What follows belongs to an exercise in optimizing a design on an open flow for small area; a production flow would make more cautious choices.
Only simulation tests tie the RTL to the original design; equivalence was not proved.

==> zinc: inputs <==
## saes_core
module saes_core (
    input  wire        clk,
    input  wire        rst,      
    input  wire        req,
    input  wire        we,
    input  wire [3:0]  addr,
    input  wire [15:0] wdata,
    output reg         ack,
    output wire [15:0] rdata
);
Settings: LEC_CHECK=0, ABC_AREA=1, CAP_MARGIN=20, CORE_MARGIN=2, CORE_UTILIZATION=40, CTS_BUF_LIST=sky130_fd_sc_hd__clkbuf_8, CTS_CLUSTER_DIAMETER=100, CTS_CLUSTER_SIZE=20, SLEW_MARGIN=20; clock period 20.0 ns.
standard.sh (not shown) runs the stock make flow with config.mk's settings and CLKGATE_MAP_FILE= SYNTH_SCRIPT=/design/flow/synth_recipe.tcl, a recipe that flattens the netlist after the stock synthesis.
==> flow/flow/run.sh <==
#!/bin/bash
# Own layout flow: the standard flow, except that
#  - synthesis maps the logic with an area-oriented ABC script
#    (flow/abc_area.script), as the best of several seeds (flow/abc_multi.tcl),
#    and without Yosys's adder extraction;
#  - the port buffers are the smallest buffer;
#  - clock tree synthesis inserts no dummy loads.
# The registers, their names and cell types are those of the standard synthesis.
set -euo pipefail
WORK=$(pwd)

# ORFS scripts with our ABC step in place of the single ABC call
rm -rf "$WORK/scripts_area"
cp -r "$FLOW_HOME/scripts" "$WORK/scripts_area"
python3 - "$WORK/scripts_area/synth.tcl" "$WORK/flow/abc_multi.tcl" <<'PY'
import sys
path, multi = sys.argv[1], sys.argv[2]
s = open(path).read()
old = "  log_cmd abc {*}$abc_args\n"
assert s.count(old) == 1
s = s.replace(old, "  source %s\n" % multi)
open(path, "w").write(s)
PY
export FLOW_ABC_TEMPLATE="$WORK/flow/abc_area.script"

bash standard.sh synth SCRIPTS_DIR="$WORK/scripts_area" ADDER_MAP_FILE= \
    > "$WORK/synth.log" 2>&1
CTS="-sink_clustering_enable -repair_clock_nets -sink_clustering_size 20"
CTS="$CTS -sink_clustering_max_diameter 100 -buf_list sky130_fd_sc_hd__clkbuf_8 -dont_use_dummy_load"
bash standard.sh finish "BUFFER_PORTS_ARGS=-buffer_cell sky130_fd_sc_hd__buf_1" "CTS_ARGS=$CTS" \
    > "$WORK/layout.log" 2>&1
test -f "$WORK/out/final.def"
==> flow/flow/abc_multi.tcl <==
# Sourced by synthesis in place of its single ABC call: map the logic several
# times with flow/abc_area.script, each time with another deepsyn seed
# (@SEED@), and keep the mapping with the smallest area.
set abc_tries 4
design -save abc_pre
set best_area ""
set best_i -1
for {set i 0} {$i < $abc_tries} {incr i} {
  design -load abc_pre
  set in [open $::env(FLOW_ABC_TEMPLATE) r]
  set txt [read $in]
  close $in
  set sc $::env(OBJECTS_DIR)/abc_try_$i.script
  set out [open $sc w]
  puts -nonewline $out [string map [list @SEED@ $i] $txt]
  close $out
  set try_args $abc_args
  lset try_args [expr {[lsearch -exact $try_args -script] + 1}] $sc
  log_cmd abc {*}$try_args
  set rpt $::env(OBJECTS_DIR)/abc_try_$i.stat
  tee -q -o $rpt stat {*}$lib_args
  set fh [open $rpt r]
  set st [read $fh]
  close $fh
  regexp {Chip area for module '[^']*': ([0-9.]+)} $st -> area
  puts "ABC try $i: area $area"
  if { $best_area eq "" || $area < $best_area } {
    set best_area $area
    set best_i $i
    design -save abc_best
  }
}
design -load abc_best
puts "ABC best try $best_i: area $best_area"
Other scripts of this flow, unchanged in this note and not shown: flow/flow/abc_area.script
==> juniper: changes against zinc <==
--- a/flow/design.v
+++ b/flow/design.v
@@ -29,13 +29,13 @@
     localparam [3:0] OP_GMUL = 4'h1, OP_SUBN = 4'h2, OP_ISUBN = 4'h3, OP_SHROW = 4'h4,
                      OP_MIXC = 4'h5, OP_IMIXC = 4'h6, OP_KEXP = 4'h7, OP_ENC = 4'h8,
                      OP_DEC  = 4'h9, OP_CBCI = 4'hA, OP_CBCE = 4'hB, OP_CBCD = 4'hC;
     localparam [1:0] S_IDLE = 2'd0, S_CLR = 2'd1, S_WAIT = 2'd2, S_RUN = 2'd3;
     localparam [2:0] F_S = 3'd0, F_Z = 3'd1, F_SBA = 3'd2, F_MC = 3'd3, F_SBB = 3'd4,
                      F_AF = 3'd5, F_KS = 3'd6;
-    localparam [2:0] X_0 = 3'd0, X_P = 3'd1, X_SRP = 3'd2, X_GM = 3'd3, X_WD = 3'd4,
+    localparam [2:0] X_0 = 3'd0, X_P = 3'd1, X_GM = 3'd3, X_WD = 3'd4,
                      X_CMD = 3'd5, X_ST = 3'd6;
     reg  [143:0] ring;
     wire [15:0]  P = ring[143:128];
     reg  [3:0]   ph;
     reg  [15:0]  S;
     reg  [7:0]   cmd_code;
@@ -76,13 +76,12 @@
             F_SBB:   fv = sbb_s;
             F_AF:    fv = af_s;
             default: fv = S;
         endcase
         case (xsel)
             X_P:     xv = P;
-            X_SRP:   xv = {P[15:8], P[3:0], P[7:4]};
             X_GM:    xv = {12'h000, P[3:0] & {4{gm_bit}}};
             X_WD:    xv = wdata;
             X_CMD:   xv = {8'h00, cmd_code};
             X_ST:    xv = {12'h000, eany, ecode, cv};
             default: xv = 16'h0000;
         endcase
@@ -130,12 +129,40 @@
     wire       first = (stg == 2'd0);
     wire       last  = (stg == vv);
     wire       tail  = (stg == vv + 2'd1);
     wire       slast = (rv == (dstg ? 3'd7 : 3'd4));
     wire       keyrv = (rv == 3'd0) || (rv == 3'd2) || slast;
     wire [1:0] nstep = (rv == 3'd2) ? 2'd1 : ((rv == 3'd0) ^ dstg) ? 2'd0 : 2'd2;
+    wire cst    = (opc >= OP_ENC);                     
+    wire u_e1   = cst && !dstg && rv == 3'd1;
+    wire u_e3   = cst && !dstg && rv == 3'd3;
+    wire u_d1   = cst && dstg && rv == 3'd1;
+    wire u_d6   = cst && dstg && rv == 3'd6;
+    wire u_mcall = (cst && dstg && (rv == 3'd3 || rv == 3'd4 || rv == 3'd5)) ||
+                   (opc == OP_IMIXC && rv != 3'd4 && rv != 3'd0);
+    wire u_mc12 = u_d6 || (opc == OP_IMIXC && rv == 3'd4) || (opc == OP_GMUL && rv != 3'd0);
+    wire u_shr  = (opc == OP_SHROW);
+    wire u_af   = u_d1 || u_d6 || opc == OP_ISUBN || u_shr;
+    wire u_sb   = u_e1 || u_e3 || u_d1 || u_d6;
+    wire u_sn   = (opc == OP_SUBN) || (opc == OP_ISUBN) || u_shr;
+    wire u_mc7  = u_e1 || (opc == OP_MIXC);
+    task round_ops;
+        begin
+            if (u_mcall) fsel = F_MC;
+            else case (ph)
+                4'd1:    if (u_mc12) fsel = F_MC; else if (u_shr) fsel = F_SBA;
+                4'd2:    if (u_mc12) fsel = F_MC; else if (u_shr) fsel = F_SBB;
+                4'd3, 4'd4, 4'd8:
+                         if (u_af) fsel = F_AF;
+                4'd7:    if (u_af) fsel = F_AF; else if (u_mc7) fsel = F_MC;
+                4'd5:    if (u_sb) fsel = F_SBA; else if (u_sn) fsel = F_SBB;
+                4'd6:    if (u_sb || u_sn) fsel = F_SBB;
+                default: ;
+            endcase
+        end
+    endtask
     reg [1:0] st_n;
     reg [2:0] rv_n;
     reg [1:0] stg_n;
     reg       ack_n;
     reg       endrev;     
     always @(*) begin
@@ -198,32 +225,22 @@
                     if (ph == I_CHAIN) pw = 1'b1;
                     endrev = 1'b1;
                 end else if (opc == OP_GMUL) begin
                     if (ph == I_DIN) begin
                         fsel = (rv == 3'd0) ? F_Z : F_S; xsel = X_GM;
                     end
-                    if ((ph == 4'd0 && rv != 3'd3) || (ph == 4'd1 && rv != 3'd0)) fsel = F_MC;
+                    round_ops;                          
                     if (ph == 4'd0 && rv == 3'd3) pw = 1'b1;
                     endrev = (rv == 3'd3);
                 end else if (opc <= OP_IMIXC) begin
                     if (rv == 3'd0) begin
                         if (ph == I_DIN) begin
-                            fsel = F_Z;
-                            xsel = (opc == OP_MIXC || opc == OP_IMIXC) ? X_P : X_SRP;
+                            fsel = F_Z; xsel = X_P;
                         end
                     end else begin
-                        case (opc)
-                            OP_SUBN:  if (ph == 4'd1) fsel = F_SBA;
-                                      else if (ph == 4'd2) fsel = F_SBB;
-                            OP_ISUBN: if (ph == 4'd1 || ph == 4'd2 || ph == 4'd5 || ph == 4'd6) fsel = F_AF;
-                                      else if (ph == 4'd3) fsel = F_SBA;
-                                      else if (ph == 4'd4) fsel = F_SBB;
-                            OP_MIXC:  if (ph == 4'd1) fsel = F_MC;
-                            OP_IMIXC: if (rv != 3'd4 || ph == 4'd1 || ph == 4'd2) fsel = F_MC;
-                            default: ;
-                        endcase
+                        round_ops;
                         if (opc != OP_IMIXC || rv == 3'd4) begin
                             if (ph == 4'd0) pw = 1'b1;
                             endrev = 1'b1;
                         end
                     end
                 end else if (tail) begin
@@ -233,15 +250,15 @@
                         if (ph == I_CHAIN) pw = 1'b1;
                         endrev = 1'b1;
                     end
                 end else if (keyrv) begin
                     if (ph == kslot) begin
                         fsel = F_Z; xsel = X_P;
-                    end else if (ph == kslot + 4'd1 && nstep != 2'd0) begin
-                        fsel = F_KS;
-                    end else if (ph == kslot + 4'd2 && nstep == 2'd2) begin
+                    end else if (ph == 4'd5 && nstep != 2'd0) begin
+                        fsel = F_KS;                         
+                    end else if (ph == 4'd6 && nstep == 2'd2) begin
                         fsel = F_KS; rc2 = 1'b1;
                     end else if (ph == I_CHAIN) begin
                         if ((first && rv == 3'd0 && opc == OP_CBCE) ||
                             (last && slast && opc == OP_CBCD))
                             xsel = X_P;
                     end else if (ph == I_DIN) begin
@@ -250,36 +267,14 @@
                         if (!(first && rv == 3'd0)) xsel = X_P;
                         if (slast) pw = 1'b1;                
                     end
                     if (slast && last && opc != OP_CBCE && opc != OP_CBCD)
                         endrev = 1'b1;
                 end else begin
-                    if (!dstg) begin
-                        if (rv == 3'd1) begin
-                            if (ph == 4'd1) fsel = F_SBA;
-                            else if (ph == 4'd2) fsel = F_SBB;
-                            else if (ph == 4'd3) fsel = F_MC;
-                        end else begin
-                            if (ph == I_R1I && opc == OP_ENC && vv == 2'd0) pw = 1'b1;
-                            else if (ph == 4'd2) fsel = F_SBA;
-                            else if (ph == 4'd3) fsel = F_SBB;
-                        end
-                    end else begin
-                        if (rv == 3'd1) begin
-                            if (ph == 4'd1 || ph == 4'd2 || ph == 4'd5 || ph == 4'd6) fsel = F_AF;
-                            else if (ph == 4'd3) fsel = F_SBA;
-                            else if (ph == 4'd4) fsel = F_SBB;
-                        end else if (rv != 3'd6) begin
-                            fsel = F_MC;                      
-                        end else begin
-                            if (ph == 4'd1 || ph == 4'd2) fsel = F_MC;
-                            else if (ph == 4'd3 || ph == 4'd4 || ph == 4'd7 || ph == 4'd8) fsel = F_AF;
-                            else if (ph == 4'd5) fsel = F_SBA;
-                            else if (ph == 4'd6) fsel = F_SBB;
-                        end
-                    end
+                    if (ph == I_R1I && opc == OP_ENC && vv == 2'd0 && !dstg && rv == 3'd3) pw = 1'b1;
+                    round_ops;
                     if (ph == I_DOUT && !(dstg && (rv == 3'd3 || rv == 3'd4 || rv == 3'd5))) pw = 1'b1;
                 end
                 if (ph == 4'd0) begin
                     if (endrev) st_n = S_IDLE;
                     else if (!(opc >= OP_ENC) || tail || !slast) rv_n = rv + 3'd1;
                     else begin
--- a/flow/flow/run.sh
+++ b/flow/flow/run.sh
@@ -22,11 +22,10 @@
 open(path, "w").write(s)
 PY
 export FLOW_ABC_TEMPLATE="$WORK/flow/abc_area.script"
 
 bash standard.sh synth SCRIPTS_DIR="$WORK/scripts_area" ADDER_MAP_FILE= \
     > "$WORK/synth.log" 2>&1
-CTS="-sink_clustering_enable -repair_clock_nets -sink_clustering_size 20"
-CTS="$CTS -sink_clustering_max_diameter 100 -buf_list sky130_fd_sc_hd__clkbuf_8 -dont_use_dummy_load"
+CTS="-repair_clock_nets -buf_list sky130_fd_sc_hd__clkbuf_8 -dont_use_dummy_load"
 bash standard.sh finish "BUFFER_PORTS_ARGS=-buffer_cell sky130_fd_sc_hd__buf_1" "CTS_ARGS=$CTS" \
     > "$WORK/layout.log" 2>&1
 test -f "$WORK/out/final.def"
--- a/flow/flow/abc_multi.tcl
+++ b/flow/flow/abc_multi.tcl
@@ -1,10 +1,10 @@
 # Sourced by synthesis in place of its single ABC call: map the logic several
 # times with flow/abc_area.script, each time with another deepsyn seed
 # (@SEED@), and keep the mapping with the smallest area.
-set abc_tries 4
+set abc_tries 1
 design -save abc_pre
 set best_area ""
 set best_i -1
 for {set i 0} {$i < $abc_tries} {incr i} {
   design -load abc_pre
   set in [open $::env(FLOW_ABC_TEMPLATE) r]
GPL_TIMING_DRIVEN = 0   (was default)
==> cedar: changes against zinc <==
--- a/flow/design.v
+++ b/flow/design.v
@@ -27,13 +27,13 @@
     localparam [3:0] I_DOUT = 4'd0, I_R1I = 4'd1, I_K1 = 4'd2, I_IV = 4'd5,
                      I_RK0 = 4'd6, I_CHAIN = 4'd7, I_DIN = 4'd8;
     localparam [3:0] OP_GMUL = 4'h1, OP_SUBN = 4'h2, OP_ISUBN = 4'h3, OP_SHROW = 4'h4,
                      OP_MIXC = 4'h5, OP_IMIXC = 4'h6, OP_KEXP = 4'h7, OP_ENC = 4'h8,
                      OP_DEC  = 4'h9, OP_CBCI = 4'hA, OP_CBCE = 4'hB, OP_CBCD = 4'hC;
     localparam [1:0] S_IDLE = 2'd0, S_CLR = 2'd1, S_WAIT = 2'd2, S_RUN = 2'd3;
-    localparam [2:0] F_S = 3'd0, F_Z = 3'd1, F_SBA = 3'd2, F_MC = 3'd3, F_SBB = 3'd4,
+    localparam [2:0] F_S = 3'd0, F_Z = 3'd1, F_SB = 3'd2, F_MC = 3'd3,
                      F_AF = 3'd5, F_KS = 3'd6;
     localparam [2:0] X_0 = 3'd0, X_P = 3'd1, X_SRP = 3'd2, X_GM = 3'd3, X_WD = 3'd4,
                      X_CMD = 3'd5, X_ST = 3'd6;
     reg  [143:0] ring;
     wire [15:0]  P = ring[143:128];
     reg  [3:0]   ph;
@@ -45,38 +45,39 @@
     reg  [1:0]   st;
     reg  [2:0]   rv;        
     reg  [1:0]   stg;       
     assign rdata = S;
     wire [3:0] opc = cmd_code[7:4];
     wire [1:0] vv  = cmd_code[3:2];
-    wire [3:0] sn1, sn0;
+    wire [3:0] sn3, sn2, sn1, sn0;
+    saes_sbox u_s3 (.x(S[15:12]), .y(sn3));
+    saes_sbox u_s2 (.x(S[11:8]),  .y(sn2));
     saes_sbox u_s1 (.x(S[7:4]),   .y(sn1));
     saes_sbox u_s0 (.x(S[3:0]),   .y(sn0));
-    wire [15:0] sba_s = {sn0, sn1, S[15:8]};
-    wire [15:0] sbb_s = {sn1, sn0, S[15:8]};
-    wire [3:0] an1, an0;
-    saes_affinv u_a1 (.y(S[7:4]),   .x(an1));
-    saes_affinv u_a0 (.y(S[3:0]),   .x(an0));
-    wire [15:0] af_s = {an1, an0, S[15:8]};
+    wire [15:0] sb_s = {sn3, sn2, sn0, sn1};            
+    wire [15:0] af_s;
+    saes_affinv u_a3 (.y(S[15:12]), .x(af_s[15:12]));
+    saes_affinv u_a2 (.y(S[11:8]),  .x(af_s[11:8]));
+    saes_affinv u_a1 (.y(S[7:4]),   .x(af_s[7:4]));
+    saes_affinv u_a0 (.y(S[3:0]),   .x(af_s[3:0]));
     function [3:0] mul4(input [3:0] v);
         mul4 = {v[1], v[0] ^ v[3], v[3] ^ v[2], v[2]};
     endfunction
     wire [15:0] mc_x = {mul4(S[7:4]), mul4(S[3:0]), mul4(S[15:12]), mul4(S[11:8])};
     reg         rc2;        
-    wire [7:0]  ks_t = {sn0, sn1} ^ (rc2 ? 8'h30 : 8'h80);
+    wire [7:0]  ks_t = sb_s[7:0] ^ (rc2 ? 8'h30 : 8'h80);
     wire [15:0] ks_x = {ks_t, S[15:8] ^ ks_t};
     reg [2:0]  fsel;
     reg [2:0]  xsel;
     reg        pw;
     reg [15:0] fv, xv;
     wire gm_bit = P[3'd7 - {1'b0, rv[1:0]}];
     always @(*) begin
         case (fsel)
             F_Z:     fv = 16'h0000;
-            F_SBA:   fv = sba_s;
-            F_SBB:   fv = sbb_s;
+            F_SB:    fv = sb_s;
             F_AF:    fv = af_s;
             default: fv = S;
         endcase
         case (xsel)
             X_P:     xv = P;
             X_SRP:   xv = {P[15:8], P[3:0], P[7:4]};
@@ -209,17 +210,15 @@
                         if (ph == I_DIN) begin
                             fsel = F_Z;
                             xsel = (opc == OP_MIXC || opc == OP_IMIXC) ? X_P : X_SRP;
                         end
                     end else begin
                         case (opc)
-                            OP_SUBN:  if (ph == 4'd1) fsel = F_SBA;
-                                      else if (ph == 4'd2) fsel = F_SBB;
-                            OP_ISUBN: if (ph == 4'd1 || ph == 4'd2 || ph == 4'd5 || ph == 4'd6) fsel = F_AF;
-                                      else if (ph == 4'd3) fsel = F_SBA;
-                                      else if (ph == 4'd4) fsel = F_SBB;
+                            OP_SUBN:  if (ph == 4'd1) fsel = F_SB;
+                            OP_ISUBN: if (ph == 4'd1 || ph == 4'd3) fsel = F_AF;
+                                      else if (ph == 4'd2) fsel = F_SB;
                             OP_MIXC:  if (ph == 4'd1) fsel = F_MC;
                             OP_IMIXC: if (rv != 3'd4 || ph == 4'd1 || ph == 4'd2) fsel = F_MC;
                             default: ;
                         endcase
                         if (opc != OP_IMIXC || rv == 3'd4) begin
                             if (ph == 4'd0) pw = 1'b1;
@@ -252,32 +251,28 @@
                     end
                     if (slast && last && opc != OP_CBCE && opc != OP_CBCD)
                         endrev = 1'b1;
                 end else begin
                     if (!dstg) begin
                         if (rv == 3'd1) begin
-                            if (ph == 4'd1) fsel = F_SBA;
-                            else if (ph == 4'd2) fsel = F_SBB;
-                            else if (ph == 4'd3) fsel = F_MC;
+                            if (ph == 4'd1) fsel = F_SB;
+                            else if (ph == 4'd2) fsel = F_MC;
                         end else begin
                             if (ph == I_R1I && opc == OP_ENC && vv == 2'd0) pw = 1'b1;
-                            else if (ph == 4'd2) fsel = F_SBA;
-                            else if (ph == 4'd3) fsel = F_SBB;
+                            else if (ph == 4'd2) fsel = F_SB;
                         end
                     end else begin
                         if (rv == 3'd1) begin
-                            if (ph == 4'd1 || ph == 4'd2 || ph == 4'd5 || ph == 4'd6) fsel = F_AF;
-                            else if (ph == 4'd3) fsel = F_SBA;
-                            else if (ph == 4'd4) fsel = F_SBB;
+                            if (ph == 4'd1 || ph == 4'd3) fsel = F_AF;
+                            else if (ph == 4'd2) fsel = F_SB;
                         end else if (rv != 3'd6) begin
                             fsel = F_MC;                      
                         end else begin
                             if (ph == 4'd1 || ph == 4'd2) fsel = F_MC;
-                            else if (ph == 4'd3 || ph == 4'd4 || ph == 4'd7 || ph == 4'd8) fsel = F_AF;
-                            else if (ph == 4'd5) fsel = F_SBA;
-                            else if (ph == 4'd6) fsel = F_SBB;
+                            else if (ph == 4'd3 || ph == 4'd5) fsel = F_AF;
+                            else if (ph == 4'd4) fsel = F_SB;
                         end
                     end
                     if (ph == I_DOUT && !(dstg && (rv == 3'd3 || rv == 3'd4 || rv == 3'd5))) pw = 1'b1;
                 end
                 if (ph == 4'd0) begin
                     if (endrev) st_n = S_IDLE;
==> results.py <==
metrics = {
    "synthesis": {
        "synth_compound_area_frac": 0.1824,
    },
    "floorplanning": {
        "dieHeight_um": 132.3,
    },
    "finish": {
        "layout-drive-gt1-share": 0.03022,
    },
    "status": {
        "outcome": "finished clean",
    },
    "power_and_ir_drop": {
        "p_int_mw": 0.4509,
    },
    "placement": {
        "post-place-ws_ns": 12.02,
    },
    "critical_path": {
        "critPathMaxFanout": 17,
    },
}
The numbers above come from cedar.

==> results.py <==
metrics = {
    "status": {
        "outcome": "finished clean",
    },
    "power_and_ir_drop": {
        "p_int_mw": 0.4539,
    },
    "synthesis": {
        "synth_cell_types": 50,
        "synth_compound_area_frac": 0.1844,
    },
    "critical_path": {
        "critPathMaxFanout": 19,
    },
    "placement": {
        "post-place-ws_ns": 11.57,
    },
    "drt": {
        "via_per_inst": 5.619,
    },
    "floorplanning": {
        "dieHeight_um": 131.8,
    },
}
The numbers above come from zinc.

==> results.py <==
metrics = {
    "placement": {
        "post-place-ws_ns": 11.92,
    },
    "floorplanning": {
        "dieHeight_um": 130.2,
    },
    "status": {
        "outcome": "finished clean",
    },
    "power_and_ir_drop": {
        "p_int_mw": 0.4511,
    },
}
The numbers above come from juniper.

-- afterwards: timing with drivers on the ports --
How much do the figures lean on ideal ports? The routed layouts below were timed once more, with nothing changed but the port constraints.
Step 1: set_driving_cell puts a clkbuf_16 on clk and a buf_2 on each other input, an assumption about the parent block.
Step 2 moves the port delays by t, midway between the first and last clock arrival at a register: inputs arrive t later, outputs are due t later. That takes back most of the time a late clock gives input paths.
Three values: ideal, step 1, step 2; two values: the first two.
run	t (ns)	slack for setup (ns)	worst setup path at the end	clock arrival spread, ns	slew at the worst register clock pin (ns)
zinc	0.478	11.919 / 11.932 / 11.455	input to register	0.049 / 0.049	0.11 / 0.11
juniper	0.474	12.310 / 12.327 / 11.853	input to register	0.038 / 0.039	0.10 / 0.10
cedar	0.472	12.407 / 12.418 / 11.947	input to register	0.031 / 0.031	0.09 / 0.09
After both steps every run listed still meets setup and hold. The setup slack of zinc, which loses most, moves by +0.013 ns with the drivers and by -0.464 ns with both steps.
